This is an optimization exercise on Yosys and OpenROAD, whose aim is small area and few clock cycles, not a production implementation. In this exercise RTL edits were held to simulation tests only and were not proved equivalent to the original. Power and IR drop assume default switching activity.

== run 1 ==
// fe
module fe (
    input  wire        clk,
    input  wire        rst,           
    input  wire        op_valid,
    output wire        op_ready,
    input  wire [31:0] op_word,
    input  wire [7:0]  op_tlen,       
    input  wire        txt_valid,
    output wire        txt_ready,
    input  wire [7:0]  txt_data,
    output reg         res_valid,
    output reg  [3:0]  res_status,
    output reg  [15:0] res_data,
    output wire [15:0] flags,
    output wire [7:0]  cursor,
    output wire [7:0]  fend,
    input  wire [7:0]  rx_count,      
    input  wire [7:0]  rx_data,       
    output wire        rx_pop,
    input  wire        rx_tmo,        
    output wire        tx_valid,
    output wire [7:0]  tx_data,
    output wire        tx_log
);
    localparam [3:0] ST_OK        = 4'd0,
                     ST_OVERFLOW  = 4'd1,
                     ST_TIMEOUT   = 4'd3,
                     ST_MISMATCH  = 4'd4,
                     ST_LENEXC    = 4'd5,
                     ST_UNDERRUN  = 4'd6,
                     ST_INCOMPL   = 4'd7,
                     ST_ILLEGAL   = 4'd8,
                     ST_UNUSABLE  = 4'd9;
    localparam [1:0] M_IDLE = 2'd0, M_TX = 2'd1, M_RX = 2'd2;
    localparam [7:0] HDR_A = 8'h5A, HDR_B = 8'hA5;
    localparam [3:0] S_IDLE   = 4'd0,
                     S_TEXT   = 4'd1,
                     S_SEND   = 4'd2,
                     S_HUNT_A = 4'd3,
                     S_HUNT_B = 4'd4,
                     S_LEN    = 4'd5,
                     S_BWAIT  = 4'd6,
                     S_BODY   = 4'd7,
                     S_CHECK  = 4'd8;
  ...
clock: 10.0 ns
lec_check: 0
cap_margin: 5
cell_pad_in_sites_detail_placement: 1
cell_pad_in_sites_global_placement: 1
core_margin: 2
core_utilization: 60
cts_buf_list: sky130_fd_sc_hd__clkbuf_16 sky130_fd_sc_hd__clkbuf_8
cts_cluster_diameter: 100
cts_cluster_size: 26
place_density: 0.68
slew_margin: 5
synth_hierarchical: 1
synth_minimum_keep_size: 0
standard.sh (not shown) runs the stock make flow with config.mk's settings and CLKGATE_MAP_FILE= SYNTH_SCRIPT=/design/flow/synth_recipe.tcl, a recipe that flattens the netlist after the stock synthesis.
==> flow/flow/run.sh <==
#!/bin/bash
# The standard layout, with every port buffered by a buf_2 rather than the
# resizer's default pick.
export BUFFER_PORTS_ARGS="-buffer_cell sky130_fd_sc_hd__buf_2"
bash standard.sh > standard_flow.log 2>&1
Testbench counts of run 1, summed over its fixed seeds: cycles 87,303.
Edits applied to the flow inputs when going from run 1 to run 2:
Settings: changing SLEW_MARGIN from 5 to 20; changing CAP_MARGIN from 5 to 20; changing CTS_CLUSTER_SIZE from 26 to 29.
--- outcome ---
Run 2: flow completed, timing, DRC and antenna clean. Going from run 1 to run 2, cell count neither gained nor lost much; clock period minus worst slack went down by 0.36 ns; power density of the placed cells decreased 0.47%; amount of wire on met3 after detailed routing now smaller.
> inputs changed (run 2 -> run 3)
Settings: CTS_CLUSTER_SIZE changed from 29 to 26; GPL_TIMING_DRIVEN newly set to 0.
==> flow/run.sh (new file) <==
#!/bin/bash
# synth_recipe.tcl (not shown) runs the flow's synth.tcl, then flattens the netlist and writes it again
# the make line also repeats each setting of config.mk as NAME=value (left out here)
make -C /OpenROAD-flow-scripts/flow DESIGN_CONFIG=/design/flow/config.mk WORK_HOME=/design/flow/orfs CLKGATE_MAP_FILE= SYNTH_SCRIPT=/design/flow/synth_recipe.tcl finish
removed: flow/flow/run.sh
removed: flow/standard.sh
Notes after the runs:
Against run 2, the final cell area of run 3 is higher.
Count of plain and timing-repair buffers in the layout, run 2 and run 3: higher on run 3
Leakage power of the design on run 3 is behind run 2.
Per the comparison of run 3 with run 2, instance area at placement rose by 2.5%; power density relative to cell area climbed 2.7 nW/um2; minimum clock period increased by 1.12 ns relative to the old numbers; area of combinational cells with multiple inputs saw an increase; utilization has increased.
Run 2 → run 3: via total after detailed routing went up; relative contribution of sequential cells to total power went down.
Mean number of vias per cell: run 3 vs run 2 — no meaningful difference
Run 2: flow completed, timing, DRC and antenna clean
[flow] run 3 | stages: complete | final checks: fail | reason: negative setup slack
--- input diff run 3..run 4 ---
Settings: GPL_TIMING_DRIVEN no longer set, was 0.
==> flow/flow/run.sh (new file) <==
#!/bin/bash
# The standard layout, with every port buffered by a buf_2 rather than the
# resizer's default pick.
export BUFFER_PORTS_ARGS="-buffer_cell sky130_fd_sc_hd__buf_2"
bash standard.sh > standard_flow.log 2>&1
==> flow/standard.sh (new file) <==
#!/bin/bash
# synth_recipe.tcl (not shown) runs the flow's synth.tcl, then flattens the netlist and writes it again
# the make line also repeats each setting of config.mk as NAME=value (left out here)
make -C /OpenROAD-flow-scripts/flow DESIGN_CONFIG=/design/flow/config.mk WORK_HOME=/design/flow/orfs CLKGATE_MAP_FILE= SYNTH_SCRIPT=/design/flow/synth_recipe.tcl "${@:-finish}"
removed: flow/run.sh
Findings:
- Run 4: all stages complete, timing, DRC and antenna checks passed
- Where global-route wire length before repair is concerned, run 3 is outperformed by run 4.
- Flip-flop and latch share of the layout cell area for run 4 is higher than for run 3.
- Run 4 against run 3: average routed wire per standard cell has decreased, HPWL reported at the end of detailed placement decreased by 18 mm relative to the old numbers, total power shows a reduction of 3.2%.
- Taking run 3 as the reference, in run 4 clock tree buffer count of the final layout climbed 1; final worst setup slack climbed 0.91 ns.

[static timing again, ports no longer ideal]
The flow's constraints put no driver on any port. The routed layouts listed below were extracted and timed again, unchanged, in two steps. Step 1 assumes that a clkbuf_16 drives the clock port and a buf_2 every other input. Step 2 moves the port delays by t, midway between the first and last clock arrival at a register: inputs arrive t later, outputs are due t later. That takes back most of the time a late clock gives input paths. Three values: ideal, step 1, step 2; two values: the first two.
run	shift t [ns]	setup WS [ns]	cell pins on the clock port's net
run 1	0.842	0.611 / 0.531 / 1.373	1
run 2	0.823	0.968 / 0.886 / 1.708	1
run 3	0.837	-0.151 / -0.230 / 0.234	1
run 4	0.827	0.762 / 0.684 / 1.511	1
